Context: an optimization exercise on an open-source flow, tuned for small area, a short achievable clock period and few clock cycles. The choices shown serve that exercise and are no tape-out recipe. Function was checked by simulation only, so behaviour that the tests miss may differ from the original.

==> design/flow/design.v <==
module yuv_ct_num (
    input  wire [7:0]  r,
    input  wire [7:0]  g,
    input  wire [7:0]  b,
    output wire [14:0] ny,
    output wire [14:0] nu,
    output wire [17:0] nv
);
    wire [17:0] S  = {10'd0, r} + {10'd0, g};
    wire [21:0] D  = {14'd0, r} - {14'd0, g};
    wire [21:0] E  = {14'd0, b} - {14'd0, g};
    wire [17:0] B  = b;
    wire [21:0] E3 = (E << 1) + E;
    wire [17:0] sy = (S << 9) - (S << 6) - (S << 2) - S - (D[17:0] << 7) - (D[17:0] << 4)
                   + (B << 7) - (B << 4) + (B << 1);
    wire [17:0] su = 18'd128000 + (E[17:0] << 9) - (E[17:0] << 3) - (E[17:0] << 2)
                   - (D[17:0] << 7) - (D[17:0] << 5) - (D[17:0] << 3) - D[17:0] - B;
    wire [21:0] sv = 22'd1280000 + (D << 12) + (D << 10) - (D << 7) - (D << 1)
                   - (E3 << 8) - (E3 << 4) + (E3 << 1) - {13'd0, b, 1'b0} - {14'd0, b};
    assign ny = sy[17:3];
    assign nu = su[17:3];
    assign nv = sv[21:4];
endmodule
module yuv_ct_d125a #(parameter K = 2) (
    input  wire [14:0] n,
    output wire [14:0] p
);
    reg [7:0] rm;
    reg [6:0] t;
    reg [K-1:0] q;
    integer   i;
    always @(*) begin
        rm = {1'b0, n[14:8]};
        for (i = 7; i >= 8 - K; i = i - 1) begin
            rm       = {rm[6:0], n[i]};
            q[i-8+K] = rm[7] | (&rm[6:2] & (rm[1] | rm[0]));
            t        = rm[6:0] + 7'd3;           
            rm       = q[i-8+K] ? {1'b0, t} : rm;
        end
    end
    assign p = {q, rm[6:0], n[7-K:0]};
endmodule
module yuv_ct_d125b #(parameter K = 2) (
    input  wire [14:0] p,
    output reg  [7:0]  q
);
    reg [7:0] rm;
    reg [6:0] t;
    integer   i;
    always @(*) begin
        q[7:8-K] = p[14:15-K];
        rm = {1'b0, p[14-K:8-K]};
        for (i = 7 - K; i >= 0; i = i - 1) begin
            rm   = {rm[6:0], p[i]};
            q[i] = rm[7] | (&rm[6:2] & (rm[1] | rm[0]));
            t    = rm[6:0] + 7'd3;
            rm   = q[i] ? {1'b0, t} : rm;
        end
    end
endmodule
module yuv_ct_d625a #(parameter K = 2) (
    input  wire [17:0] n,
    output wire [17:0] p
);
    reg [10:0] rm;
    reg [11:0] t;
    reg [K-1:0] q;
    integer    i;
    always @(*) begin
        rm = {1'b0, n[17:8]};
        for (i = 7; i >= 8 - K; i = i - 1) begin
            rm       = {rm[9:0], n[i]};
            t        = {1'b0, rm} + 12'd1423;    
            q[i-8+K] = t[11];
            if (t[11]) rm = t[10:0];
        end
    end
    assign p = {q, rm[9:0], n[7-K:0]};
endmodule
module yuv_ct_d625b #(parameter K = 2) (
    input  wire [17:0] p,
    output reg  [7:0]  q
);
    reg [10:0] rm;
    reg [11:0] t;
    integer    i;
    always @(*) begin
        q[7:8-K] = p[17:18-K];
        rm = {1'b0, p[17-K:8-K]};
        for (i = 7 - K; i >= 0; i = i - 1) begin
            rm   = {rm[9:0], p[i]};
            t    = {1'b0, rm} + 12'd1423;
            q[i] = t[11];
            if (t[11]) rm = t[10:0];
        end
    end
endmodule
module yuv_encoder (
    input  wire        clk,
    input  wire        rst,
    input  wire        reg_we,
    input  wire [3:0]  reg_addr,
    input  wire [31:0] reg_wdata,
    output reg  [31:0] reg_rdata,
    output reg         mem_req,
    output reg         mem_we,
    output wire [31:0] mem_addr,
    output reg  [7:0]  mem_wdata,
    input  wire [7:0]  mem_rdata,
    input  wire        mem_ready
);
    localparam [31:0] ID_VALUE = 32'h59555601;
    localparam [4:0] S_IDLE = 5'd0,
                     S_MUL  = 5'd1,    
                     S_T1   = 5'd2,    
                     S_T2   = 5'd3,    
                     S_CMP  = 5'd4,    
                     S_GO   = 5'd5,    
                     S_CRD  = 5'd6,    
                     S_CWR  = 5'd7,    
                     S_BR   = 5'd8,    
                     S_BY   = 5'd9,    
                     S_BA   = 5'd10,   
                     S_TR   = 5'd11,   
                     S_TY   = 5'd12,   
                     S_TA   = 5'd13,   
                     S_U    = 5'd14,   
                     S_V    = 5'd15,   
                     S_CW0  = 5'd16,   
                     S_CPR  = 5'd17;   
    reg [31:0] variant_r, width_r, height_r, src_r, dst0_r, dst1_r, dst2_r;
    reg        st_busy, st_done, st_err;
    reg [2:0]  st_code;
    reg [1:0]  jvar;
    reg [4:0]  state;
    reg [30:0] jw;           
    reg [30:0] xc;           
    reg [30:0] yc;           
    reg [31:0] ps, pd0, pd1, pd2;
    reg [31:0] ma;           
    reg [4:0]  mi;
    reg        ovf;
    reg [3:0]  ck;
    reg        cf, rfail, ofail;
    reg [1:0]  bc;           
    reg        px;           
    reg [7:0]  rr, gr, br, a0, a1;
    reg [7:0]  y00, y01, y10, y11;   
    reg [9:0]  su, sv;
    reg        clru, clrv;           
    reg        pre;                  
    reg [14:0] nyr, nur;
    reg [17:0] nvr;
    reg        tf1, tf2, tf3;
    reg [1:0]  tg1, tg2;             
    wire alpha  = jvar[0];
    wire planar = jvar[1];
    wire        okdone = st_done & ~st_err;
    wire [1:0]  nout   = okdone ? (jvar[1] ? (jvar[0] ? 2'd3 : 2'd2) : 2'd1) : 2'd0;
    wire [11:0] kinds  = !okdone ? 12'h000 :
                         (jvar == 2'd0) ? 12'h001 :
                         (jvar == 2'd1) ? 12'h002 :
                         (jvar == 2'd2) ? 12'h043 : 12'h543;
    always @(*) begin
        case (reg_addr)
            4'd0:  reg_rdata = ID_VALUE;
            4'd2:  reg_rdata = {22'd0, nout, 1'b0, st_code, 1'b0, st_err, st_done, st_busy};
            4'd3:  reg_rdata = {20'd0, kinds};
            4'd4:  reg_rdata = variant_r;
            4'd5:  reg_rdata = width_r;
            4'd6:  reg_rdata = height_r;
            4'd7:  reg_rdata = src_r;
            4'd8:  reg_rdata = dst0_r;
            4'd9:  reg_rdata = dst1_r;
            4'd10: reg_rdata = dst2_r;
            default: reg_rdata = 32'd0;
        endcase
    end
    wire start_wr = reg_we && (reg_addr == 4'd1) && reg_wdata[0] && !st_busy;
    wire bad_dim  = width_r[31] || (width_r == 32'd0) || height_r[31] || (height_r == 32'd0);
    wire bad_var  = |variant_r[31:2];
    reg [4:0] hmsb;
    integer   hi;
    always @(*) begin
        hmsb = 5'd0;
        for (hi = 0; hi < 31; hi = hi + 1)
            if (height_r[hi]) hmsb = hi[4:0];
    end
    wire hasc1   = |xc[30:1];                   
    wire lastblk = !(|xc[30:2] || (xc[1] && xc[0]));    
    wire hasbot  = |yc[30:1];                   
    wire ordt    = hasbot && lastblk;           
    wire [30:0] xc_dec = hasc1 ? {xc[30:1] - 30'd1, xc[0]} : 31'd0;
    wire [30:0] yc_d   = yc - {29'd0, planar, !planar};
    wire [30:0] yc_p   = hasbot ? yc_d : 31'd0;
    wire        w_le2  = !(|jw[30:2] || (jw[1] && jw[0]));
    wire [30:0] yc_nb  = lastblk ? yc_p : yc;
    wire        nb_bot = |yc_nb[30:1];
    wire        nb_lst = lastblk ? w_le2 : !(|xc_dec[30:2] || (xc_dec[1] && xc_dec[0]));
    wire [4:0]  nb_seg = (nb_bot && !nb_lst) ? S_BR : S_TR;
    wire        j_bot  = |yc[30:1];
    wire [4:0]  j_seg  = !planar ? S_CRD : ((j_bot && !w_le2) ? S_BR : S_TR);
    wire [14:0] cny, cnu;
    wire [17:0] cnv;
    wire [7:0]  ty, tu, tv;
    wire [14:0] pny, pnu;
    wire [17:0] pnv;
    yuv_ct_num   ctn (.r(rr), .g(gr), .b(br), .ny(cny), .nu(cnu), .nv(cnv));
    yuv_ct_d125a cya (.n(cny), .p(pny));
    yuv_ct_d125a cua (.n(cnu), .p(pnu));
    yuv_ct_d625a cva (.n(cnv), .p(pnv));
    yuv_ct_d125b cyb (.p(nyr), .q(ty));
    yuv_ct_d625b cvb (.p(nvr), .q(tv));
    assign tu = ty;
    wire [1:0] ws  = planar ? ({1'b0, !hasc1} + {1'b0, !hasbot}) : (hasc1 ? 2'd1 : 2'd2);
    wire [9:0] tuw = {2'b00, tu} << ws;
    wire [9:0] tvw = {2'b00, tv} << ws;
    wire [9:0] su0 = clru ? 10'd0 : su;
    wire [9:0] sv0 = clrv ? 10'd0 : sv;
    wire [10:0] suq = {1'b0, su} + 11'd2;
    wire [10:0] svq = {1'b0, sv} + 11'd2;
    wire [7:0] uq = suq[9:2];
    wire [7:0] vq = svq[9:2];
    wire [7:0] y1e = hasc1 ? y01 : y00;
    wire [7:0] a1e = hasc1 ? a1 : a0;
    wire rd_seg  = (state == S_CRD) || (state == S_BR) || (state == S_TR);
    wire wr_seg  = (state == S_CWR) || (state == S_BY) || (state == S_BA) || (state == S_CW0) ||
                   (state == S_TY) || (state == S_TA) || (state == S_U) || (state == S_V);
    wire y_seg   = (state == S_BY) || (state == S_TY);
    wire lastb   = alpha ? (bc == 2'd3) : (bc == 2'd2);
    wire pxlast  = px || !hasc1;                
    wire seg_end = rd_seg ? (lastb && pxlast) :
                   (state == S_CWR) ? (bc == (alpha ? 2'd2 : 2'd3)) :
                   (state == S_U || state == S_V || state == S_CW0 || state == S_CPR) ? 1'b1 : pxlast;
    wire [1:0] wtag = (state == S_CWR) ? {1'b0, hasc1} : {state == S_BY, px && (state != S_CW0)};
    wire v_tf   = tf1 || tf2;            
    wire any_tf = tf1 || tf2 || tf3;     
    wire tag_tf = (tf1 && tg1 == wtag) || (tf2 && tg2 == wtag);
    reg stall;
    always @(*) begin
        stall = 1'b0;
        if (state == S_CWR)
            stall = alpha ? ((bc == 2'd1) ? v_tf : (bc != 2'd3) && any_tf)
                          : ((bc == 2'd2) ? any_tf : (bc == 2'd3) ? v_tf : tag_tf);
        else if (y_seg || state == S_CW0)
            stall = tag_tf;
        else if (state == S_U)
            stall = any_tf;
        else if (state == S_V)
            stall = v_tf;
    end
    always @(*) begin
        mem_req = (rd_seg || wr_seg || state == S_CPR) && !stall;
        mem_we  = wr_seg;
    end
    wire xfer = mem_req && mem_ready;
    assign mem_addr = ma;
    always @(*) begin
        case (state)
            S_CWR: begin
                if (!alpha)
                    case (bc)
                        2'd0: mem_wdata = y00;
                        2'd1: mem_wdata = y1e;
                        2'd2: mem_wdata = uq;
                        default: mem_wdata = vq;
                    endcase
                else
                    case (bc)
                        2'd0: mem_wdata = {y00[7:2], uq[7:6]};
                        2'd1: mem_wdata = {y1e[7:2], vq[7:6]};
                        2'd2: mem_wdata = {uq[5:2], vq[5:2]};
                        default: mem_wdata = {a0[7:4], a1e[7:4]};
                    endcase
            end
            S_CW0:      mem_wdata = y00;
            S_BY:       mem_wdata = px ? y11 : y10;
            S_TY:       mem_wdata = px ? y01 : y00;
            S_BA, S_TA: mem_wdata = px ? a1 : a0;
            S_U:        mem_wdata = uq;
            default:    mem_wdata = vq;
        endcase
    end
    reg [4:0] nseg;
    reg       blk_end;
    always @(*) begin
        nseg = S_IDLE;
        blk_end = 1'b0;
        case (state)
            S_CRD: nseg = alpha ? S_CWR : S_CW0;
            S_CW0: nseg = job_end ? S_CWR : S_CPR;
            S_CPR: nseg = S_CWR;
            S_CWR: blk_end = 1'b1;
            S_BR:  nseg = alpha ? S_BA : (ordt ? S_TY : S_TR);
            S_BA:  nseg = ordt ? S_TY : S_TR;
            S_TR:  nseg = alpha ? S_TA : (ordt ? S_BR : (hasbot ? S_BY : S_TY));
            S_TA:  nseg = ordt ? S_BR : (hasbot ? S_BY : S_TY);
            S_BY:  nseg = ordt ? S_U : S_TY;
            S_TY:  nseg = ordt ? S_BY : S_V;
            S_U:   if (ordt) nseg = S_V; else blk_end = 1'b1;
            S_V:   if (ordt) blk_end = 1'b1; else nseg = S_U;
            default: ;
        endcase
    end
    wire upd = ordt ? (state == S_BR || state == S_BY || state == S_BA || state == S_V)
                    : (state == S_TR || state == S_TY || state == S_TA || state == S_U);
    wire row_end  = lastblk;
    wire job_end  = row_end && (planar ? !(|yc[30:2] || (yc[1] && yc[0])) : (yc == 31'd1));
    wire [4:0] next_unit = planar ? nb_seg : S_CRD;
    reg [1:0] ci, cj;
    always @(*) begin
        case (ck)
            4'd0:  begin ci = 2'd0; cj = 2'd1; end
            4'd1:  begin ci = 2'd1; cj = 2'd0; end
            4'd2:  begin ci = 2'd0; cj = 2'd2; end
            4'd3:  begin ci = 2'd2; cj = 2'd0; end
            4'd4:  begin ci = 2'd1; cj = 2'd2; end
            4'd5:  begin ci = 2'd2; cj = 2'd1; end
            4'd6:  begin ci = 2'd0; cj = 2'd3; end
            4'd7:  begin ci = 2'd3; cj = 2'd0; end
            4'd8:  begin ci = 2'd1; cj = 2'd3; end
            4'd9:  begin ci = 2'd3; cj = 2'd1; end
            4'd10: begin ci = 2'd2; cj = 2'd3; end
            default: begin ci = 2'd3; cj = 2'd2; end
        endcase
    end
    wire ck_last = (ck == (alpha ? (planar ? 4'd11 : 4'd1) : (planar ? 4'd5 : 4'd1)));
    reg [31:0] base_j;
    always @(*) begin
        case (cj)
            2'd0: base_j = ps;
            2'd1: base_j = pd0;
            2'd2: base_j = pd1;
            default: base_j = pd2;
        endcase
    end
    reg  [31:0] add_a;
    reg  [32:0] add_b;
    reg         add_c;
    reg  [4:0]  lseg;      
    always @(*) begin
        lseg = (state == S_GO) ? j_seg : (seg_end ? (blk_end ? next_unit : nseg) : S_CWR);
    end
    always @(*) begin
        add_a = 32'd0;
        add_b = 33'd0;
        add_c = 1'b0;
        case (state)
            S_MUL: begin
                add_a = {ma[30:0], 1'b0};
                add_b = yc[mi] ? {2'b00, jw} : 33'd0;
            end
            S_T1: begin
                add_a = ma;
                add_b = jw[0] ? {2'b00, yc} : 33'd0;
            end
            S_T2: begin
                add_a = ma;
                add_b = yc[0] ? {2'b00, jw} : 33'd0;
                add_c = jw[0] & yc[0];
            end
            S_CMP: begin
                case (ci)
                    2'd0: begin add_a = ps;  add_b = {xc, 2'b00}; end
                    2'd1: begin add_a = pd0; add_b = planar ? {2'b00, xc} : {ma, 1'b0}; end
                    2'd2: begin add_a = pd1; add_b = {2'b00, ma[31:1]}; end
                    default: begin add_a = pd2; add_b = {2'b00, xc}; end
                endcase
            end
            default: begin
                case (lseg)
                    S_BR:  begin add_a = ps;  add_b = {jw, 2'b00}; end
                    S_TR:  add_a = ps;
                    S_CRD: begin add_a = ps; add_c = pre; end
                    S_CPR: add_a = ps;
                    S_CW0: add_a = pd0;
                    S_BY:  begin add_a = pd0; add_b = {2'b00, jw}; end
                    S_TY:  add_a = pd0;
                    S_CWR: begin add_a = pd0; add_b = {31'd0, midld ? nbc : {alpha, 1'b1}}; end
                    S_BA:  begin add_a = pd2; add_b = {2'b00, jw}; end
                    S_TA:  add_a = pd2;
                    S_U:   add_a = pd1;
                    default: begin add_a = pd1; add_b = {3'b000, jw[30:1]}; add_c = jw[0]; end
                endcase
            end
        endcase
    end
    wire [33:0] sum = {2'b00, add_a} + {1'b0, add_b} + {33'd0, add_c};
    wire rng_ok = !sum[33] && (!sum[32] || (sum[31:0] == 32'd0));
    wire le_j   = (sum[33:32] == 2'b00) && (sum[31:0] <= base_j);
    wire        inc2   = rd_seg ? (bc == 2'd2 && !alpha) : (state == S_CWR && alpha && bc == 2'd2);
    wire        midld  = (state == S_CWR) && !seg_end;
    wire [1:0]  nbc    = !alpha ? bc + 2'd1 : (bc == 2'd3) ? 2'd1 : (bc == 2'd1) ? 2'd0 : 2'd2;
    wire [31:0] ma_inc = ma + {30'd0, inc2, !inc2};
    always @(posedge clk) begin
        if (rst) begin
            variant_r <= 32'd0;
            width_r   <= 32'd0;
            height_r  <= 32'd0;
            src_r     <= 32'd0;
            dst0_r    <= 32'd0;
            dst1_r    <= 32'd0;
            dst2_r    <= 32'd0;
            st_busy   <= 1'b0;
            st_done   <= 1'b0;
            st_err    <= 1'b0;
            st_code   <= 3'd0;
            state     <= S_IDLE;
            tf1       <= 1'b0;
            tf2       <= 1'b0;
            tf3       <= 1'b0;
        end else begin
            if (reg_we) begin
                case (reg_addr)
                    4'd4:  variant_r <= reg_wdata;
                    4'd5:  width_r   <= reg_wdata;
                    4'd6:  height_r  <= reg_wdata;
                    4'd7:  src_r     <= reg_wdata;
                    4'd8:  dst0_r    <= reg_wdata;
                    4'd9:  dst1_r    <= reg_wdata;
                    4'd10: dst2_r    <= reg_wdata;
                    default: ;
                endcase
            end
            tf1 <= xfer && rd_seg && (bc == 2'd2);
            tg1 <= {state == S_BR, px};
            tf2 <= tf1;
            tf3 <= tf2;
            tg2 <= tg1;
            if (tf1) begin
                nyr <= pny;
                nur <= pnu;
                nvr <= pnv;
            end
            if (tf2)
                nyr <= nur;
            if (tf2) begin
                sv   <= sv0 + tvw;
                clrv <= 1'b0;
                case (tg2)
                    2'd0: y00 <= ty;
                    2'd1: y01 <= ty;
                    2'd2: y10 <= ty;
                    default: y11 <= ty;
                endcase
            end
            if (tf3) begin
                su   <= su0 + tuw;
                clru <= 1'b0;
            end
            case (state)
            S_IDLE: begin
                if (start_wr) begin
                    jw    <= width_r[30:0];
                    yc    <= height_r[30:0];
                    ps    <= src_r;
                    pd0   <= dst0_r;
                    pd1   <= dst1_r;
                    pd2   <= dst2_r;
                    jvar  <= variant_r[1:0];
                    ma    <= 32'd0;
                    ovf   <= 1'b0;
                    pre   <= 1'b0;
                    mi    <= hmsb;
                    if (bad_dim || bad_var) begin
                        st_busy <= 1'b0;
                        st_done <= 1'b1;
                        st_err  <= 1'b1;
                        st_code <= bad_dim ? 3'd1 : 3'd2;
                    end else begin
                        st_busy <= 1'b1;
                        st_done <= 1'b0;
                        st_err  <= 1'b0;
                        st_code <= 3'd0;
                        state   <= S_MUL;
                    end
                end
            end
            S_MUL: begin
                ma  <= sum[31:0];
                ovf <= ovf | ma[31] | sum[32];
                mi  <= mi - 5'd1;
                if (mi == 5'd0)
                    state <= S_T1;
            end
            S_T1: begin
                if (ovf || ma[31] || (ma[30] && |ma[29:0])) begin
                    st_busy <= 1'b0;
                    st_done <= 1'b1;
                    st_err  <= 1'b1;
                    st_code <= 3'd3;
                    state   <= S_IDLE;
                end else begin
                    xc    <= ma[30:0];
                    ma    <= sum[31:0];
                    ck    <= 4'd0;
                    rfail <= 1'b0;
                    ofail <= 1'b0;
                    state <= planar ? S_T2 : S_CMP;
                end
            end
            S_T2: begin
                ma    <= sum[31:0];
                state <= S_CMP;
            end
            S_CMP: begin
                ck <= ck + 4'd1;
                cf <= le_j;
                if (!rng_ok) rfail <= 1'b1;
                if (ck[0] && !(cf || le_j)) ofail <= 1'b1;
                if (ck_last)
                    state <= S_GO;
            end
            S_GO: if (rfail || ofail) begin
                st_busy <= 1'b0;
                st_done <= 1'b1;
                st_err  <= 1'b1;
                st_code <= rfail ? 3'd3 : 3'd4;
                state   <= S_IDLE;
            end else begin
                xc    <= jw;
                bc    <= 2'd0;
                px    <= 1'b0;
                clru  <= 1'b1;
                clrv  <= 1'b1;
                pre   <= 1'b0;
                ma    <= sum[31:0];
                state <= j_seg;
            end
            default: begin
                if (xfer) begin
                    if (state == S_CPR) begin
                        rr  <= mem_rdata;
                        pre <= 1'b1;
                    end
                    if (rd_seg) begin
                        case (bc)
                            2'd0: rr <= mem_rdata;
                            2'd1: gr <= mem_rdata;
                            2'd2: br <= mem_rdata;
                            default: if (px) a1 <= mem_rdata; else a0 <= mem_rdata;
                        endcase
                    end
                    if (midld) begin
                        ma <= sum[31:0];
                        bc <= nbc;
                    end else if (!seg_end) begin
                        ma <= ma_inc;
                        if (rd_seg) begin
                            if (lastb) begin
                                bc <= 2'd0;
                                px <= 1'b1;
                            end else
                                bc <= bc + 2'd1;
                        end else if (state == S_CWR)
                            bc <= bc + 2'd1;
                        else
                            px <= 1'b1;
                    end else begin
                        bc <= (nseg == S_CWR) ? (alpha ? 2'd3 : 2'd1) : 2'd0;
                        px <= 1'b0;
                        ma <= sum[31:0];
                        if (!planar) begin
                            if (state == S_CRD) ps  <= ma_inc;
                            if (state == S_CWR) pd0 <= ma_inc;
                        end else if (upd) begin
                            case (state)
                                S_BR, S_TR: ps  <= ma_inc;
                                S_BY, S_TY: pd0 <= ma_inc;
                                S_BA, S_TA: pd2 <= ma_inc;
                                default:    pd1 <= ma_inc;
                            endcase
                        end
                        if (blk_end) begin
                            clru <= 1'b1;
                            clrv <= 1'b1;
                            pre <= 1'b0;
                            if (!planar && pre) bc <= 2'd1;
                            xc  <= row_end ? jw : xc_dec;
                            if (row_end)
                                yc <= yc_p | (planar ? 31'd0 : yc_d);
                            if (job_end) begin
                                st_busy <= 1'b0;
                                st_done <= 1'b1;
                                state   <= S_IDLE;
                            end else
                                state <= next_unit;
                        end else
                            state <= nseg;
                    end
                end
            end
            endcase
        end
    end
endmodule
==> design/flow/run.sh <==
#!/bin/bash
# synth_recipe.tcl (not shown) runs the flow's synth.tcl, then flattens the netlist and writes it again
# the make line also repeats each setting of config.mk as NAME=value (left out here)
make -C /OpenROAD-flow-scripts/flow DESIGN_CONFIG=/design/flow/config.mk WORK_HOME=/design/flow/orfs CLKGATE_MAP_FILE= SYNTH_SCRIPT=/design/flow/synth_recipe.tcl finish
==> design/flow/config.mk <==
export PLATFORM = sky130hd
export DESIGN_NAME = yuv_encoder
export DESIGN_NICKNAME = yuv_encoder
export VERILOG_FILES = /design/flow/design.v
export SDC_FILE = /design/flow/constraint.sdc
export NUM_CORES = 4
export LEC_CHECK = 0
export ABC_AREA = 1
export CAP_MARGIN = 20
export CORE_MARGIN = 2
export CORE_UTILIZATION = 25
export SLEW_MARGIN = 20
==> design/flow/constraint.sdc <==
create_clock -name core_clock -period 25.0 [get_ports {clk}]
set_input_delay 5.0000 -clock core_clock [delete_from_list [all_inputs] [get_ports {clk}]]
set_output_delay 5.0000 -clock core_clock [all_outputs]
set_load 0.01 [all_outputs]
==> results of run 1 <==
==> kinds of logic after synthesis <==
kind of cell / Yosys count / synth area share
AND/OR/NAND/NOR: 2093 / 0.171
AO/OA/AOI/OAI: 1926 / 0.216
buffers and inverters: 1360 / 0.0977
flip-flops: 660 / 0.331
adder cells (fa/ha/maj): 484 / 0.140
XOR/XNOR: 254 / 0.0426
multiplexers: 10 / 0.00207
==> worst max path at each step <==
| stage | from | endpoint | slack, ns | depth (start not counted) |
|---|---|---|---|---|
| 4_1_cts | reg_addr[1] | reg_rdata[31] | 11.52 | 10 |
| 3_3_place_gp | reg_addr[1] | reg_rdata[31] | 11.48 | 10 |
| 6_report | reg_addr[1] | reg_rdata[5] | 11.49 | 10 |
| 3_5_place_dp | reg_addr[1] | reg_rdata[5] | 11.54 | 10 |
| 2_1_floorplan | reg_addr[2] | reg_rdata[2] | 13.69 | 9 |
| 5_1_grt | reg_addr[3] | reg_rdata[5] | 11.24 | 10 |
==> layout by cell type (no fill, tap or decap), types with 37 or more instances in the layout <==
| cell type | Yosys | routed |
|---|---|---|
| a211oi_1 | 45 | 44 |
| a21oi_1 | 513 | 511 |
| a221oi_1 | 65 | 63 |
| a22oi_1 | 65 | 65 |
| a31oi_1 | 57 | 57 |
| buf_4 | 1 | 93 |
| clkbuf_16 | 0 | 84 |
| clkdlybuf4s50_1 | 0 | 120 |
| dfxtp_1 | 242 | 241 |
| edfxtp_1 | 418 | 418 |
| fa_1 | 173 | 173 |
| ha_1 | 311 | 311 |
| inv_1 | 1043 | 1041 |
| nand2_1 | 1070 | 1062 |
| nand2_2 | 42 | 49 |
| nand3_1 | 273 | 273 |
| nand4_1 | 70 | 70 |
| nor2_1 | 455 | 443 |
| nor3_1 | 76 | 73 |
| nor4_1 | 47 | 44 |
| o2111ai_1 | 45 | 45 |
| o211ai_1 | 37 | 37 |
| o21ai_0 | 762 | 762 |
| o221ai_1 | 58 | 58 |
| o22ai_1 | 131 | 131 |
| xnor2_1 | 43 | 43 |
| xor2_1 | 209 | 209 |
==> worst max-delay path: stages <==
cell and delay [ns]:
clkdlybuf4s50_1 0.51, inv_1 0.07, nor2_1 0.08, inv_1 0.07, nor2_1 0.74, inv_1 0.74, o22ai_1 0.35, a2111oi_0 0.10
o21ai_0 0.21, clkdlybuf4s50_1 0.63
==> flip-flops by register name, summed over array words and instances (netlist names), 32 cells and up <==
signal and cells:
ps 32, dst2_r 32, height_r 32, width_r 32, ma 32, dst0_r 32
pd2 32, src_r 32, pd1 32, pd0 32, dst1_r 32, variant_r 32
==> routing by layer <==
metal	up-vias	wire length, um
li1	23400	-
met1	24900	94400
met2	2845	101000
met3	590	24800
met4	18	12100
met5	-	105
==> final cells by class <==
cell class	count	area (um2)	share of cell area
clock buffer	107	2300	0.0383
timing repair buffer	215	1920	0.0321
tap	2805	3510	0.0585
multi-input combinational	4767	30200	0.504
antenna	9	22.5	0.000375
clock inverter	44	604	0.0101
sequential	660	17400	0.290
inverter	1073	4030	0.0672
==> stage by stage <==
stage                     area, um2  hold slack [ns]
after floorplan               52600            0.408
after global placement        57100            0.442
after detailed placement      57100            0.444
after CTS                     60000            0.430
after global routing          60000            0.440
final                         60000            0.434
==> flow_metrics.tcl, run 1 <==
set metrics [dict create \
    synth_top_cell_area_share 0.239 \
    cts_hold_buf 0 \
    fmax_mhz 74.0 \
    use_met1 0.272 \
    grt_pass1_wl_mm 333 \
    fin_tns_setup_ns 0 \
    initial_utilization 0.251 \
    rr_worst_depth 65 \
    critPathLaunchType "primary input" \
    cap_violations 0 \
    rows 168 \
    wl_mm 232 \
    rsz0062_at_grt "false" \
    synth_edf_count 418 \
    yosys-top-cells-count "nand2_1, inv_1, o21ai_0" \
    dp_hpwl_mm 180 \
    antenna_found_initial 18 \
    hp-start "tg1[0]$_DFFE_PN_" \
    critPathCaptureType "primary output" \
    timing.rr.end "ofail$_DFFE_PP_" \
    clk_path_buf_depth 3 \
    cts_tree "yes" \
    synth_area_leader_cell "edfxtp_1" \
    hp-class "register to register" \
    grt.met2_usage 0.318 \
    gp_congestion 1.03 \
    yosysSeqAreaShare 0.331 \
    finalCritPeriodShare 0.540 \
    die_w_um 463 \
    place_inst 9518 \
    crit_required_ns 20.00 \
    drc_errors 0 \
    cp_data_arrival_time_ns 8.51 \
    clkTransAtPathRegs_ns 0.06 \
    whs_path_depth 0 \
    post_cts_buffers 0 \
    path_class "primary input to primary output" \
    vias 51700 \
    die_area_mm2 0.214 \
    track_usage 0.208 \
    nets 7330 \
    crit-reg2reg-launch "jvar[1]$_DFFE_PP_" \
    worst_pin_slew_ns 1.13 \
    core_area_mm2 0.209 \
    boundaryPins 122 \
    finalNonFillerCells 9680 \
    pre_cts_ws_ns 11.54 \
    drt_pre_antenna_iters 9 \
    area_growth_syn_to_layout_pct 14.2 \
    ys_types 67 \
    synthArstFlopShare 0 \
    status "finished clean" \
    port-buffer-count 121 \
    wl_per_cell_um 24.0 \
    cts_made_buffers 81 \
    syn_inst 6787 \
    drtIter0Drc 7070 \
    synth_most_common_cell "nand2_1" \
    skew_ns 0.103 \
    die_y_um 463 \
    fin_util 0.287 \
    crit_fanout 24 \
    netlist_area_mm2 0.0526 \
    drv_slew 0 \
    clock_latency_ns 0.75 \
    clockRootBuffer "clkbuf_16" \
    clock-sinks 660 \
    synth_seq_cells 660 \
    synth_area_leaders "edfxtp_1, dfxtp_1, nand2_1" \
    slew_headroom 0.245 \
    htreeDepth 3 \
    yosysWarnings 5 \
    syn_area_per_cell_um2 7.75 \
    reg2reg_slack_ns 12.33 \
    drtAntennaViolNets 0 \
    grt.overflow.total 0 \
    vias_per_cell 5.34 \
    top_usage_layer "met2" \
    setup_viol_count_final 0 \
    grt_pass1_vias 47900 \
    cts_resized 0 \
    grt_max_degree 121 \
    syn_nets 7319 \
    synthFlopType "edfxtp_1" \
    worst_slack_ns 11.49 \
    hold_viol 0 \
    hold_end "tg2[0]$_DFFE_PN_" \
    fillers 22500 \
    drive_gt1_frac 0.0556 \
    min_period_ns 13.51 \
    grt_use_met3 0.0545 \
]
Testbench counts, summed over its fixed seeds: cycles 151,768.
==> run 2, diff against run 1 <==
--- a/design/flow/config.mk
+++ b/design/flow/config.mk
@@ -9,4 +9,4 @@
 export CAP_MARGIN = 20
 export CORE_MARGIN = 2
-export CORE_UTILIZATION = 25
+export CORE_UTILIZATION = 50
 export SLEW_MARGIN = 20
==> run 2 against run 1 <==
Setup slack improved by 0.0073 ns; cell count decreased by 15%; cell area decreased by 3.6%; count of clock-buffer cells in the layout decreased by 3; worst hold slack got worse by 0.0060 ns; clock skew decreased by 0.055 ns; synthesized area unchanged; non-clock buffer count increased by 3; largest cell class unchanged.
==> flow_metrics.tcl, run 2 <==
set metrics [dict create \
    grt_pass1_vias 46700 \
    synth_edf_count 418 \
    crit-reg2reg-launch "jvar[1]$_DFFE_PP_" \
    yosysSeqAreaShare 0.331 \
    htreeDepth 3 \
    die_y_um 328 \
    critPathCaptureType "primary output" \
    initial_utilization 0.506 \
    timing.rr.end "ofail$_DFFE_PP_" \
    cts_resized 0 \
    netlist_area_mm2 0.0526 \
    finalCritPeriodShare 0.540 \
    place_inst 8097 \
    crit_fanout 23 \
    yosysWarnings 5 \
    seq_area_mm2 0.0174 \
    clock_latency_ns 0.69 \
    critPathLaunchType "primary input" \
    min_period_ns 13.50 \
    ys_types 67 \
    drc_errors 0 \
    drive_gt1_frac 0.0529 \
    cts_tree "yes" \
    grt_max_degree 115 \
    die_area_mm2 0.108 \
    syn_area_per_cell_um2 7.75 \
    drt_pre_antenna_iters 8 \
    synth_most_common_cell "nand2_1" \
    worst_pin_slew_ns 1.19 \
    synth_area_leaders "edfxtp_1, dfxtp_1, nand2_1" \
    wl_mm 216 \
    finalNonFillerCells 8243 \
    core_area_mm2 0.104 \
    area_growth_syn_to_layout_pct 10.0 \
    cp_data_arrival_time_ns 8.50 \
    rr_worst_depth 66 \
    drtIter0Drc 8263 \
    final_cell_mix "nand2_1, inv_1, o21ai_0" \
    clockRootBuffer "clkbuf_16" \
    reg2reg_slack_ns 12.75 \
    track_usage 0.392 \
    crit_required_ns 20.00 \
    whs_path_depth 0 \
    clkTransAtPathRegs_ns 0.06 \
    setup_viol_count_final 0 \
    clock-sinks 660 \
    die_w_um 328 \
    hold_end "jw[9]$_DFFE_PP_" \
    cts_hold_buf 0 \
    vias_per_cell 6.24 \
    layout_commonest_cell "nand2_1" \
    synth_area_leader_cell "edfxtp_1" \
    hp-start "width_r[9]$_SDFFE_PP0P_" \
    slew_headroom 0.204 \
    synthFlopType "edfxtp_1" \
    syn_nets 7319 \
    boundaryPins 122 \
    drv_slew 0 \
    port-buffer-count 121 \
    cap_violations 0 \
    skew_ns 0.0480 \
    synth_top_cell_area_share 0.239 \
    grt.overflow.total 0 \
    fin_tns_setup_ns 0 \
    fillers 9908 \
    synth_seq_cells 660 \
    post_cts_buffers 0 \
    syn_inst 6787 \
    vias 51400 \
    dp_hpwl_mm 168 \
    yosys-top-cells-count "nand2_1, inv_1, o21ai_0" \
    drtAntennaViolNets 0 \
    hp-class "register to register" \
    synthArstFlopShare 0 \
    clk_path_buf_depth 3 \
    wl_per_cell_um 26.2 \
    path_class "primary input to primary output" \
    rows 118 \
    rsz0062_at_grt "false" \
    grt_pass1_wl_mm 314 \
    status "finished clean" \
    multi_input_area_mm2 0.0302 \
    fmax_mhz 74.1 \
    antenna_found_initial 25 \
    nets 7329 \
    hold_viol 0 \
    gp_congestion 1.05 \
    cts_made_buffers 77 \
]
run 2: cell counts after synthesis:
Identical to the previous run, type by type.
run 2: how the worst max path moves through the flow:
stage | to | startpoint | cells after the start | slack (ns)
3_5_place_dp | reg_rdata[5] | reg_addr[3] | 10 | 11.60
5_1_grt | reg_rdata[5] | reg_addr[3] | 10 | 11.37
3_3_place_gp | reg_rdata[5] | reg_addr[3] | 10 | 11.73
6_report | reg_rdata[5] | reg_addr[3] | 10 | 11.50
2_1_floorplan | reg_rdata[2] | reg_addr[2] | 9 | 13.69
4_1_cts | reg_rdata[5] | reg_addr[3] | 10 | 11.57
run 2: metal layers:
| layer | vias to the layer above | routed length (um) | GRT usage |
|---|---|---|---|
| met2 | 3270 | 82900 | 0.524 |
| met5 | - | 152 | 0 |
| met1 | 24400 | 93300 | 0.581 |
| li1 | 23300 | - | - |
| met4 | 18 | 7550 | 0.121 |
| met3 | 452 | 32300 | 0.142 |
run 2: final cells by class:
class	instances	area share
antenna	5	0.000216
tap	1380	0.0298
inverter	1073	0.0697
multi-input combinational	4767	0.523
clock buffer	104	0.0365
timing repair buffer	218	0.0334
clock inverter	36	0.00705
sequential	660	0.301
run 2: through the flow:
step | hold slack [ns] | utilization | area [um2] | worst slack, ns
after floorplan | 0.408 | - | 52600 | 13.69
after global placement | 0.411 | 0.532 | 55300 | 11.73
after CTS | 0.429 | 0.556 | 57800 | 11.57
final | 0.428 | 0.557 | 57900 | 11.50
after global routing | 0.434 | 0.557 | 57900 | 11.37
after detailed placement | 0.414 | 0.532 | 55300 | 11.60
run 2: worst max-delay path: stages:
cell	delay, ns
clkdlybuf4s50_1	0.51
inv_1	0.05
nor2_1	0.09
inv_1	0.07
nor2_1	0.68
inv_1	0.72
o22ai_1	0.38
a2111oi_0	0.14
o21ai_0	0.22
clkdlybuf4s50_1	0.63
run 2: cell families after synthesis:
logic type	Yosys count	synth area share
muxes	10	0.00207
AOI/OAI and AO/OA	1926	0.216
DFF	660	0.331
xor gates and xnor gates	254	0.0426
and+or+nand+nor	2093	0.171
buffers and inverters	1360	0.0977
adders and majority gates	484	0.140
==> run 3, diff against run 2 <==
--- a/design/flow/design.v
+++ b/design/flow/design.v
@@ -7,15 +7,21 @@
     output wire [17:0] nv
 );
-    wire [17:0] S  = {10'd0, r} + {10'd0, g};
-    wire [21:0] D  = {14'd0, r} - {14'd0, g};
-    wire [21:0] E  = {14'd0, b} - {14'd0, g};
-    wire [17:0] B  = b;
-    wire [21:0] E3 = (E << 1) + E;
-    wire [17:0] sy = (S << 9) - (S << 6) - (S << 2) - S - (D[17:0] << 7) - (D[17:0] << 4)
-                   + (B << 7) - (B << 4) + (B << 1);
-    wire [17:0] su = 18'd128000 + (E[17:0] << 9) - (E[17:0] << 3) - (E[17:0] << 2)
-                   - (D[17:0] << 7) - (D[17:0] << 5) - (D[17:0] << 3) - D[17:0] - B;
-    wire [21:0] sv = 22'd1280000 + (D << 12) + (D << 10) - (D << 7) - (D << 1)
-                   - (E3 << 8) - (E3 << 4) + (E3 << 1) - {13'd0, b, 1'b0} - {14'd0, b};
+    wire signed [9:0]  R   = {2'b00, r};
+    wire signed [9:0]  G   = {2'b00, g};
+    wire signed [9:0]  B   = {2'b00, b};
+    wire signed [9:0]  S   = R + G;
+    wire signed [9:0]  D   = R - G;
+    wire signed [9:0]  E   = B - G;
+    wire signed [12:0] S5  = (S <<< 2) + S;
+    wire signed [12:0] D5  = (D <<< 2) + D;
+    wire signed [13:0] D9  = (D <<< 3) + D;
+    wire signed [16:0] D65 = (D <<< 6) + D;
+    wire signed [11:0] E3  = (E <<< 1) + E;
+    wire signed [10:0] B3  = (B <<< 1) + B;
+    wire signed [22:0] sy = (S <<< 9) - (S <<< 6) - S5 - (D9 <<< 4)
+                          + (B <<< 7) - (B <<< 4) + (B <<< 1);
+    wire signed [22:0] su = 23'sd128000 + (E <<< 9) - (E3 <<< 2) - (D5 <<< 5) - D9 - B;
+    wire signed [22:0] sv = 23'sd1280000 + (D5 <<< 10) - (D65 <<< 1)
+                          - (E3 <<< 8) - (E3 <<< 4) + (E3 <<< 1) - B3;
     assign ny = sy[17:3];
     assign nu = su[17:3];
@@ -308,7 +314,8 @@
     wire job_end  = row_end && (planar ? !(|yc[30:2] || (yc[1] && yc[0])) : (yc == 31'd1));
     wire [4:0] next_unit = planar ? nb_seg : S_CRD;
-    reg [1:0] ci, cj;
+    wire [3:0] ck_n = (state == S_CMP) ? ck + 4'd1 : 4'd0;
+    reg  [1:0] ci, cj;
     always @(*) begin
-        case (ck)
+        case (ck_n)
             4'd0:  begin ci = 2'd0; cj = 2'd1; end
             4'd1:  begin ci = 2'd1; cj = 2'd0; end
@@ -325,14 +332,12 @@
         endcase
     end
-    wire ck_last = (ck == (alpha ? (planar ? 4'd11 : 4'd1) : (planar ? 4'd5 : 4'd1)));
-    reg [31:0] base_j;
-    always @(*) begin
-        case (cj)
-            2'd0: base_j = ps;
-            2'd1: base_j = pd0;
-            2'd2: base_j = pd1;
-            default: base_j = pd2;
-        endcase
+    reg [3:0] csi, csj;
+    always @(posedge clk) begin
+        csi <= 4'b0001 << ci;
+        csj <= 4'b0001 << cj;
     end
+    wire ck_last = (ck == (alpha ? (planar ? 4'd11 : 4'd1) : (planar ? 4'd5 : 4'd1)));
+    wire [31:0] base_j = ({32{csj[0]}} & ps) | ({32{csj[1]}} & pd0) |
+                         ({32{csj[2]}} & pd1) | ({32{csj[3]}} & pd2);
     reg  [31:0] add_a;
     reg  [32:0] add_b;
@@ -361,10 +366,10 @@
             end
             S_CMP: begin
-                case (ci)
-                    2'd0: begin add_a = ps;  add_b = {xc, 2'b00}; end
-                    2'd1: begin add_a = pd0; add_b = planar ? {2'b00, xc} : {ma, 1'b0}; end
-                    2'd2: begin add_a = pd1; add_b = {2'b00, ma[31:1]}; end
-                    default: begin add_a = pd2; add_b = {2'b00, xc}; end
-                endcase
+                add_a = ({32{csi[0]}} & ps) | ({32{csi[1]}} & pd0) |
+                        ({32{csi[2]}} & pd1) | ({32{csi[3]}} & pd2);
+                add_b = ({33{csi[0]}} & {xc, 2'b00}) |
+                        ({33{csi[1]}} & (planar ? {2'b00, xc} : {ma, 1'b0})) |
+                        ({33{csi[2]}} & {2'b00, ma[31:1]}) |
+                        ({33{csi[3]}} & {2'b00, xc});
             end
             default: begin
@@ -394,4 +399,10 @@
     wire [31:0] ma_inc = ma + {30'd0, inc2, !inc2};
     always @(posedge clk) begin
+        br  <= mem_rdata;
+        nyr <= tf2 ? nur : pny;
+        nur <= pnu;
+        nvr <= pnv;
+    end
+    always @(posedge clk) begin
         if (rst) begin
             variant_r <= 32'd0;
@@ -428,11 +439,4 @@
             tf3 <= tf2;
             tg2 <= tg1;
-            if (tf1) begin
-                nyr <= pny;
-                nur <= pnu;
-                nvr <= pnv;
-            end
-            if (tf2)
-                nyr <= nur;
             if (tf2) begin
                 sv   <= sv0 + tvw;
@@ -538,5 +542,5 @@
                             2'd0: rr <= mem_rdata;
                             2'd1: gr <= mem_rdata;
-                            2'd2: br <= mem_rdata;
+                            2'd2: ;
                             default: if (px) a1 <= mem_rdata; else a0 <= mem_rdata;
                         endcase
==> design/flow/flow/run.sh (new file) <==
#!/bin/bash
# Layout: the standard flow (standard.sh, all steps unchanged), except that
# the buffers that placement puts on every input and output port are
# sky130_fd_sc_hd__buf_4 instead of the resizer's default choice.
# The whole output of the standard flow goes to standard.log in this folder.
set -o pipefail
export BUFFER_PORTS_ARGS="-buffer_cell sky130_fd_sc_hd__buf_4"
bash standard.sh > standard.log 2>&1
==> design/flow/standard.sh (new file) <==
#!/bin/bash
# synth_recipe.tcl (not shown) runs the flow's synth.tcl, then flattens the netlist and writes it again
# the make line also repeats each setting of config.mk as NAME=value (left out here)
make -C /OpenROAD-flow-scripts/flow DESIGN_CONFIG=/design/flow/config.mk WORK_HOME=/design/flow/orfs CLKGATE_MAP_FILE= SYNTH_SCRIPT=/design/flow/synth_recipe.tcl "${@:-finish}"
removed: design/flow/run.sh
==> run 3 against run 2 <==
Still clean; via count shrank 1.2%; register-to-register slack lost 0.50 ns; non-clock buffer count shrank 17; worst hold slack lost 0.0022 ns; synthesized cell count is essentially flat; global-route usage grew 0.22 points; critical path type unchanged; critical endpoint unchanged; highest routed layer unchanged.
==> flow_metrics.tcl, run 3 <==
set metrics [dict create \
    layout_commonest_cell "inv_1" \
    die_y_um 325 \
    synth_adder_area_share 0.126 \
    cts_made_buffers 77 \
    clock_latency_ns 0.69 \
    htreeDepth 3 \
    vias_per_cell 6.18 \
    grt_max_degree 98 \
    synthFlopType "edfxtp_1" \
    die_area_mm2 0.105 \
    post_cts_buffers 0 \
    critPathLaunchType "primary input" \
    ys_types 70 \
    slew_headroom 0.247 \
    path_class "primary input to primary output" \
    die_w_um 325 \
    syn_nets 7278 \
    place_inst 8076 \
    cp_data_arrival_time_ns 7.92 \
    crit_path_start "reg_addr[1]" \
    syn_area_per_cell_um2 7.57 \
    drive_gt1_frac 0.0695 \
    synthArstFlopShare 0 \
    hp-class "register to register" \
    worst_pin_slew_ns 1.13 \
    cap_violations 0 \
    clk_path_buf_depth 3 \
    min_period_ns 12.92 \
    rows 117 \
    synth_seq_cells 664 \
    cts_tree "yes" \
    hp-start "nur[1]$_DFF_P_" \
    synthSimpleGateAreaFrac 0.176 \
    port-buffer-count 121 \
    critPathCaptureType "primary output" \
    crit_fanout 25 \
    core_area_mm2 0.102 \
    yosys-top-cells-count "inv_1, nand2_1, o21ai_0" \
    drtAntennaViolNets 0 \
    drv_slew 0 \
    clock-sinks 664 \
    finalNonFillerCells 8224 \
    grt_pass1_wl_mm 310 \
    wl_mm 214 \
    crit-reg2reg-launch "xc[1]$_DFFE_PP_" \
    wl_per_cell_um 26.0 \
    skew_ns 0.0536 \
    track_usage 0.394 \
    yosysSeqAreaShare 0.329 \
    cts_hold_buf 0 \
    drt_pre_antenna_iters 8 \
    worst_hold_slack_ns 0.426 \
    antenna_found_initial 10 \
    area_growth_syn_to_layout_pct 9.69 \
    synth_area_leader_cell "edfxtp_1" \
    drtIter0Drc 8153 \
    synth_top_cell_area_share 0.212 \
    finalCritPeriodShare 0.517 \
    rsz0062_at_grt "false" \
    synth-compound-area-share 0.216 \
    fin_util 0.553 \
    grt.overflow.total 0 \
    synth_most_common_cell "inv_1" \
    synth-xor-area-share 0.0477 \
    boundaryPins 122 \
    grt_pass1_vias 45600 \
    initial_utilization 0.504 \
    vias 50800 \
    synth_area_leaders "edfxtp_1, dfxtp_1, inv_1" \
    synth_edf_count 362 \
    crit_required_ns 20.00 \
    dp_hpwl_mm 167 \
    final_cell_mix "inv_1, nand2_1, o21ai_0" \
    setup_viol_count_final 0 \
    fmax_mhz 77.4 \
    status "finished clean" \
    syn_inst 6785 \
    reg2reg_slack_ns 12.25 \
    synth_top_family_by_area "compound AO/OA/AOI/OAI gates" \
    synthMuxAreaShare 0.00173 \
    clkTransAtPathRegs_ns 0.06 \
    hold_viol 0 \
    fin_tns_setup_ns 0 \
    clockRootBuffer "clkbuf_16" \
    gp_congestion 1.05 \
    drc_errors 0 \
    yosysWarnings 5 \
    nets 7280 \
    cts_resized 0 \
    netlist_area_mm2 0.0514 \
]
## run 3: changes by cell type after synthesis, sizes merged, moves of 21 or more
cell,change
dfxtp,+60
a31oi,-27
a22oi,-42
xor2,+21
fa,-55
nor2,+22
inv,+60
o221ai,+22
edfxtp,-56
o22ai,+48
o21ai,-109
a21oi,+51
## run 3: area by class of cell
cell class,instances,area (um2)
clock inverter,37,440
antenna,7,17.5
tap,1368,1710
timing repair buffer,201,1510
inverter,1129,4240
multi-input combinational,4714,29300
fill,9864,45500
clock buffer,104,2200
sequential,664,16900
## run 3: per-layer routing
metal | part of all wire | global-route usage | vias up | wire length, um
met5 | 0.00037 | 0 | - | 80
met4 | 0.039 | 0.142 | 10 | 8370
met3 | 0.14 | 0.128 | 442 | 30600
met2 | 0.38 | 0.521 | 3235 | 81700
met1 | 0.44 | 0.590 | 24000 | 93300
li1 | - | - | 23200 | -
## run 3: stage by stage
stage,instance area (um2),setup slack (ns)
2_1_floorplan,51400,13.69
3_3_place_gp,53700,12.30
3_5_place_dp,53700,12.23
4_1_cts,56300,12.23
5_1_grt,56300,11.67
6_report,56400,12.08
## run 3: worst paths after layout
check	endpoint	cells after the start
worst min register to register	nyr[1]$_DFF_P_	2
worst min-delay path	nyr[1]$_DFF_P_	2
worst max-delay path	reg_rdata[5]	9
worst max register to register	ofail$_DFFE_PP_	58
## run 3: cell families (layout without fill, tap and decap cells)
family,after synthesis,in the layout
flops,664,664
xor+xnor,280,280
compound gates,1865,1865
other cells,0,7
fa+ha+maj,445,445
mux,8,8
buf+inv,1407,1471
simple gates,2116,2116
## run 3: critical path, cell delays in order
cell and delay, ns:
buf_4 0.13, nor2_1 0.11, inv_1 0.08, nor2_1 0.80, inv_1 0.80, o22ai_1 0.32
a2111oi_0 0.10, o21ai_0 0.31, buf_4 0.25
Testbench counts of run 3, summed over its fixed seeds: cycles 151,768.
==> run 4, diff against run 3 <==
==> design/flow/run.sh (new file) <==
#!/bin/bash
# synth_recipe.tcl (not shown) runs the flow's synth.tcl, then flattens the netlist and writes it again
# the make line also repeats each setting of config.mk as NAME=value (left out here)
make -C /OpenROAD-flow-scripts/flow DESIGN_CONFIG=/design/flow/config.mk WORK_HOME=/design/flow/orfs CLKGATE_MAP_FILE= SYNTH_SCRIPT=/design/flow/synth_recipe.tcl finish
removed: design/flow/flow/run.sh
removed: design/flow/standard.sh
==> run 4 against run 3 <==
Count of clock-buffer cells in the layout is 2 lower; critical path depth grew 1; global-route usage down 0.78 points; sequential share of layout area down 0.15 points; maximum frequency is 3.9% lower; clock skew rose by 0.00096 ns; cell count is essentially flat.
==> flow_metrics.tcl, run 4 <==
set metrics [dict create \
    status "finished clean" \
    clkTransAtPathRegs_ns 0.06 \
    cap_violations 0 \
    crit_slowest_cell "inv_1" \
    antenna_found_initial 10 \
    fmax_mhz 74.4 \
    drtIter0Drc 7791 \
    yosysSeqAreaShare 0.329 \
    cp_num_buf_inv 5 \
    synth_area_leader_cell "edfxtp_1" \
    finalCritPeriodShare 0.538 \
    fin_tns_setup_ns 0 \
    seq_area_mm2 0.0169 \
    dp_hpwl_mm 163 \
    multi_input_area_mm2 0.0293 \
    final_cell_mix "inv_1, nand2_1, o21ai_0" \
    die_area_mm2 0.105 \
    cts_resized 0 \
    synth_top_family_by_area "compound AO/OA/AOI/OAI gates" \
    rr_worst_depth 58 \
    syn_area_per_cell_um2 7.57 \
    setup_viol_count_final 0 \
    crit-reg2reg-launch "xc[1]$_DFFE_PP_" \
    rsz0062_at_grt "false" \
    synth_top_cell_area_share 0.212 \
    crit_end "reg_rdata[5]" \
    synth_edf_count 362 \
    path_delay_family "buffers and inverters" \
    synth_most_common_cell "inv_1" \
    area_growth_syn_to_layout_pct 10.2 \
    timing.rr.end "ofail$_DFFE_PP_" \
    vias_per_cell 6.17 \
    synthArstFlopShare 0 \
    clock-sinks 664 \
    clk_path_buf_depth 3 \
    fillers 9772 \
    hold_viol 0 \
    synthFlopType "edfxtp_1" \
    reg2reg_slack_ns 12.01 \
    critPathCaptureType "primary output" \
    cts_made_buffers 76 \
    initial_utilization 0.504 \
    synth-xor-area-share 0.0477 \
    track_usage 0.386 \
    rows 117 \
    clock_latency_ns 0.69 \
    drv_slew 0 \
    wl_mm 210 \
    die_y_um 325 \
    yosys-top-cells-count "inv_1, nand2_1, o21ai_0" \
    boundaryPins 122 \
    crit_cells 10 \
    grt_pass1_vias 45400 \
    min_period_ns 13.45 \
    drt_pre_antenna_iters 9 \
    port-buffer-count 121 \
    synth_area_leaders "edfxtp_1, dfxtp_1, inv_1" \
    crit_required_ns 20.00 \
    grt.overflow.total 0 \
    synthMuxAreaShare 0.00173 \
    clockRootBuffer "clkbuf_16" \
    yosysWarnings 5 \
    ys_types 70 \
    synth_seq_cells 664 \
    synth-compound-area-share 0.216 \
    layout_commonest_cell "inv_1" \
    crit_path_start "reg_addr[1]" \
    die_w_um 325 \
    drtAntennaViolNets 0 \
    netlist_area_mm2 0.0514 \
    skew_ns 0.0546 \
    grt_max_degree 126 \
    drc_errors 0 \
    syn_inst 6785 \
    htreeDepth 3 \
    cp_data_arrival_time_ns 8.45 \
    grt_pass1_wl_mm 305 \
    crit_fanout 24 \
    slew_headroom 0.224 \
    post_cts_buffers 0 \
    critPathLaunchType "primary input" \
    path_cells "clkdlybuf4s50_1 > nor2_1 > inv_1 > nor2_1 > buf_4 > inv_1 > o22ai_1 > a2111oi_0 > o21ai_0 > clkdlybuf4s50_1" \
    whs_path_depth 0 \
    cts_hold_buf 0 \
    core_area_mm2 0.102 \
    vias 50700 \
    nets 7285 \
    max_stage_delay_ns 0.76 \
    synthSimpleGateAreaFrac 0.176 \
    synth_adder_area_share 0.126 \
    drive_gt1_frac 0.0514 \
    path_class "primary input to primary output" \
    worst_pin_slew_ns 1.16 \
    syn_nets 7278 \
    gp_congestion 1.04 \
    hp-class "register to register" \
    wl_per_cell_um 25.5 \
    cts_tree "yes" \
]
## run 4: cell counts after synthesis
No cell type changed its count.
## run 4: worst min-delay path by stage
| stage | startpoint | end | slack (ns) |
|---|---|---|---|
| after floorplan | nur[0]$_DFF_P_ | nyr[0]$_DFF_P_ | 0.40 |
| after global routing | width_r[12]$_SDFFE_PP0P_ | jw[12]$_DFFE_PP_ | 0.44 |
| after global placement | width_r[5]$_SDFFE_PP0P_ | jw[5]$_DFFE_PP_ | 0.41 |
| final | width_r[1]$_SDFFE_PP0P_ | jw[1]$_DFFE_PP_ | 0.43 |
| after detailed placement | width_r[21]$_SDFFE_PP0P_ | jw[21]$_DFFE_PP_ | 0.41 |
| after CTS | width_r[21]$_SDFFE_PP0P_ | jw[21]$_DFFE_PP_ | 0.43 |
## run 4: area by class of cell
cell class                 count  share of cell area
multi-input combinational   4714               0.517
inverter                    1129              0.0749
sequential                   664               0.299
timing repair buffer         207              0.0327
clock buffer                 102              0.0381
tap                         1368              0.0302
antenna                        1           0.0000442
clock inverter                35             0.00793
## run 4: kinds of logic (layout without fill, tap and decap cells)
| group | count (synthesis) | after routing |
|---|---|---|
| other | 0 | 1 |
| muxes | 8 | 8 |
| AOI/OAI and AO/OA | 1865 | 1865 |
| DFF | 664 | 664 |
| xor gates and xnor gates | 280 | 280 |
| adders and majority gates | 445 | 445 |
| and+or+nand+nor | 2116 | 2116 |
| buffers and inverters | 1407 | 1473 |
## run 4: metal layers
| layer | GRT usage | share of wire |
|---|---|---|
| met1 | 0.584 | 0.44 |
| met2 | 0.502 | 0.37 |
| met3 | 0.130 | 0.15 |
| met4 | 0.138 | 0.041 |
| met5 | 0 | 0.00024 |
## run 4: through the flow
stage | worst slack [ns] | cell area, um2 | hold slack, ns | util | instances
after floorplan | 13.69 | 51400 | 0.403 | - | 6785
after global placement | 11.65 | 54000 | 0.410 | 0.530 | 8081
after detailed placement | 11.69 | 54000 | 0.413 | 0.530 | 8081
after CTS | 11.69 | 56600 | 0.429 | 0.556 | 8218
after global routing | 11.47 | 56600 | 0.438 | 0.556 | 8219
final | 11.55 | 56600 | 0.430 | 0.556 | 8220
==> run 5, diff against run 4 <==
--- a/design/flow/design.v
+++ b/design/flow/design.v
@@ -295,5 +295,5 @@
         case (state)
             S_CRD: nseg = alpha ? S_CWR : S_CW0;
-            S_CW0: nseg = job_end ? S_CWR : S_CPR;
+            S_CW0: nseg = job_end_r ? S_CWR : S_CPR;
             S_CPR: nseg = S_CWR;
             S_CWR: blk_end = 1'b1;
@@ -313,5 +313,11 @@
     wire row_end  = lastblk;
     wire job_end  = row_end && (planar ? !(|yc[30:2] || (yc[1] && yc[0])) : (yc == 31'd1));
-    wire [4:0] next_unit = planar ? nb_seg : S_CRD;
+    reg        job_end_r;
+    reg  [4:0] nb_seg_r;
+    always @(posedge clk) begin
+        job_end_r <= job_end;
+        nb_seg_r  <= nb_seg;
+    end
+    wire [4:0] next_unit = planar ? nb_seg_r : S_CRD;
     wire [3:0] ck_n = (state == S_CMP) ? ck + 4'd1 : 4'd0;
     reg  [1:0] ci, cj;
@@ -584,5 +590,5 @@
                             if (row_end)
                                 yc <= yc_p | (planar ? 31'd0 : yc_d);
-                            if (job_end) begin
+                            if (job_end_r) begin
                                 st_busy <= 1'b0;
                                 st_done <= 1'b1;
==> design/flow/flow/run.sh (new file) <==
#!/bin/bash
# Layout: the standard flow (standard.sh, all steps unchanged), except that
# the buffers that placement puts on every input and output port are
# sky130_fd_sc_hd__buf_4 instead of the resizer's default choice.
# The whole output of the standard flow goes to standard.log in this folder.
set -o pipefail
export BUFFER_PORTS_ARGS="-buffer_cell sky130_fd_sc_hd__buf_4"
bash standard.sh > standard.log 2>&1
==> design/flow/standard.sh (new file) <==
#!/bin/bash
# synth_recipe.tcl (not shown) runs the flow's synth.tcl, then flattens the netlist and writes it again
# the make line also repeats each setting of config.mk as NAME=value (left out here)
make -C /OpenROAD-flow-scripts/flow DESIGN_CONFIG=/design/flow/config.mk WORK_HOME=/design/flow/orfs CLKGATE_MAP_FILE= SYNTH_SCRIPT=/design/flow/synth_recipe.tcl "${@:-finish}"
--- a/design/flow/config.mk
+++ b/design/flow/config.mk
@@ -10,3 +10,4 @@
 export CORE_MARGIN = 2
 export CORE_UTILIZATION = 50
+export CTS_BUF_LIST = sky130_fd_sc_hd__clkbuf_8
 export SLEW_MARGIN = 20
removed: design/flow/run.sh
==> run 5 against run 4 <==
Critical path type unchanged; first-iteration DRC count fell by 3.1%; via count rose by 2.3%; clock skew rose by 0.033 ns; critical endpoint is now reg_rdata[2].
==> flow_metrics.tcl, run 5 <==
set metrics [dict create \
    status "finished clean" \
    syn_area_per_cell_um2 7.63 \
    drv_slew 0 \
    synth_top_cell_area_share 0.210 \
    min_period_ns 13.30 \
    syn_nets 7285 \
    worst_pin_slew_ns 1.25 \
    cts_resized 0 \
    synth_seq_cells 666 \
    track_usage 0.404 \
    hold_end "jw[20]$_DFFE_PP_" \
    area_growth_syn_to_layout_pct 9.30 \
    rows 118 \
    nets 7323 \
    syn_inst 6792 \
    grt_pass1_vias 47700 \
    layout_commonest_cell "inv_1" \
    drt_pre_antenna_iters 9 \
    gp_congestion 1.05 \
    antenna_found_initial 12 \
    yosys-top-cells-count "inv_1, nand2_1, o21ai_0" \
    fin_tns_setup_ns 0 \
    slew_headroom 0.161 \
    path_class "primary input to primary output" \
    fillers 9990 \
    hp-class "register to register" \
    vias_per_cell 6.23 \
    fmax_mhz 75.2 \
    seq_area_mm2 0.0170 \
    worst_slack_ns 11.70 \
    synth_edf_count 362 \
    clockRootBuffer "clkbuf_8" \
    synth_most_common_cell "inv_1" \
    synth_area_leader_cell "edfxtp_1" \
    finalCritPeriodShare 0.532 \
    ys_types 81 \
    port-buffer-count 121 \
    rsz0062_at_grt "false" \
    grt_max_degree 112 \
    synthArstFlopShare 0 \
    pre_cts_ws_ns 12.05 \
    post_cts_buffers 0 \
    htreeDepth 3 \
    timing.rr.end "ofail$_DFFE_PP_" \
    boundaryPins 122 \
    vias 51900 \
    clk_path_buf_depth 3 \
    synth_area_leaders "edfxtp_1, dfxtp_1, inv_1" \
    critPathCaptureType "primary output" \
    rr_worst_depth 58 \
    yosysSeqAreaShare 0.327 \
    clock-sinks 666 \
    whs_path_depth 0 \
    yosysWarnings 5 \
    netlist_area_mm2 0.0518 \
    grt_pass1_wl_mm 319 \
    drtAntennaViolNets 0 \
    crit_required_ns 20.00 \
    drive_gt1_frac 0.0806 \
    setup_viol_count_final 0 \
    critPathLaunchType "primary input" \
    wl_mm 221 \
    crit_fanout 26 \
    worst_hold_slack_ns 0.405 \
    clkTransAtPathRegs_ns 0.06 \
    reg2reg_slack_ns 12.51 \
    dp_hpwl_mm 174 \
    die_w_um 326 \
    die_y_um 326 \
    cts_tree "yes" \
    hold_viol 0 \
    cts_made_buffers 119 \
    skew_ns 0.0877 \
    cap_violations 0 \
    clock_latency_ns 0.85 \
    initial_utilization 0.502 \
    multi_input_area_mm2 0.0294 \
    die_area_mm2 0.106 \
    cp_data_arrival_time_ns 8.30 \
    wl_per_cell_um 26.6 \
    synthFlopType "edfxtp_1" \
    fin_util 0.549 \
    drc_errors 0 \
    drtIter0Drc 7550 \
    cts_hold_buf 0 \
    core_area_mm2 0.103 \
    hp-start "width_r[20]$_SDFFE_PP0P_" \
    final_cell_mix "inv_1, nand2_1, o21ai_0" \
    grt.overflow.total 0 \
    crit-reg2reg-launch "xc[6]$_DFFE_PP_" \
]
==> run 5: changes by cell type in the layout (fill, tap and decap cells not counted), moves of 79 or more <==
cell             delta
clkbuf_8          +135
clkdlybuf4s50_1   -120
buf_4             +114
inv_1              +99
nand2_1            -86
clkbuf_16          -79
==> run 5: how the worst max path moves through the flow <==
stage	start	end	slack (ns)	depth (start not counted)
4_1_cts	reg_addr[0]	reg_rdata[2]	11.93	9
5_1_grt	xc[8]$_DFFE_PP_	ofail$_DFFE_PP_	11.47	58
6_report	reg_addr[0]	reg_rdata[2]	11.70	9
3_5_place_dp	reg_addr[3]	reg_rdata[12]	12.05	9
3_3_place_gp	reg_addr[2]	reg_rdata[12]	12.04	7
2_1_floorplan	reg_addr[2]	reg_rdata[5]	13.62	9
==> run 5: cells by family after synthesis <==
logic type | count (synthesis) | synth area share
buf+inv | 1482 | 0.108
xor+xnor | 279 | 0.0472
simple gates | 1977 | 0.169
fa+ha+maj | 445 | 0.125
compound gates | 1935 | 0.222
mux | 8 | 0.00171
flops | 666 | 0.327
==> run 5: metrics by stage <==
stage | area [um2] | instances
2_1_floorplan | 51800 | 6792
3_3_place_gp | 54100 | 8088
3_5_place_dp | 54100 | 8088
4_1_cts | 56600 | 8313
5_1_grt | 56600 | 8315
6_report | 56600 | 8320
==> run 5: final cells by class <==
cell class                      count  area share
Multi-Input combinational cell   4644       0.519
Sequential cell                   666       0.299
Inverter                         1199      0.0796
Clock buffer                      144      0.0350
Tap cell                         1380      0.0305
Timing Repair Buffer              200      0.0265
Clock inverter                     81     0.00941
Antenna cell                        6    0.000265
==> run 5: metal layers <==
| metal | vias up | part of all wire | track usage |
|---|---|---|---|
| met4 | 8 | 0.053 | 0.183 |
| li1 | 23400 | - | - |
| met2 | 3181 | 0.42 | 0.597 |
| met5 | - | 0.00025 | 0 |
| met1 | 24700 | 0.40 | 0.547 |
| met3 | 611 | 0.12 | 0.113 |
==> run 5: critical path: stages <==
cell,delay (ns)
buf_4,0.12
inv_1,0.07
nand2_1,0.09
nor2_1,0.78
clkinv_1,1.15
o22ai_1,0.50
a2111oi_0,0.20
o21ai_0,0.20
buf_4,0.19
Testbench counts of run 5, summed over its fixed seeds: cycles 151,768.

[afterwards: timing with drivers on the ports]
Ports are ideal in the flow. The routed layouts listed here were re-timed in OpenROAD. Step 1: set_driving_cell puts a clkbuf_16 on clk and a buf_2 on each other input, an assumption about the parent block. Step 2 adds t to the input delays and takes it off the output delays; t is the mean of the earliest and latest rising clock arrival at the registers after step 1. Input paths then give back, and output paths get back, about the clock's delay inside the block. Three values: ideal, step 1, step 2; two values: the first two.
run	t (ns)	slack for setup (ns)	slew at the worst register clock pin (ns)	pins driven straight from the clock port
run 1	0.783	11.494 / 11.443 / 11.443	0.07 / 0.07	1
run 2	0.734	11.501 / 11.477 / 11.477	0.07 / 0.07	1
run 3	0.746	12.083 / 12.059 / 12.059	0.07 / 0.07	1
run 4	0.748	11.554 / 11.529 / 11.529	0.07 / 0.07	1
run 5	0.879	11.697 / 11.676 / 11.676	0.07 / 0.07	1
After both steps every run listed still meets setup and hold. The setup slack of run 1, which loses most, moves by -0.051 ns with the drivers and by -0.051 ns with both steps.
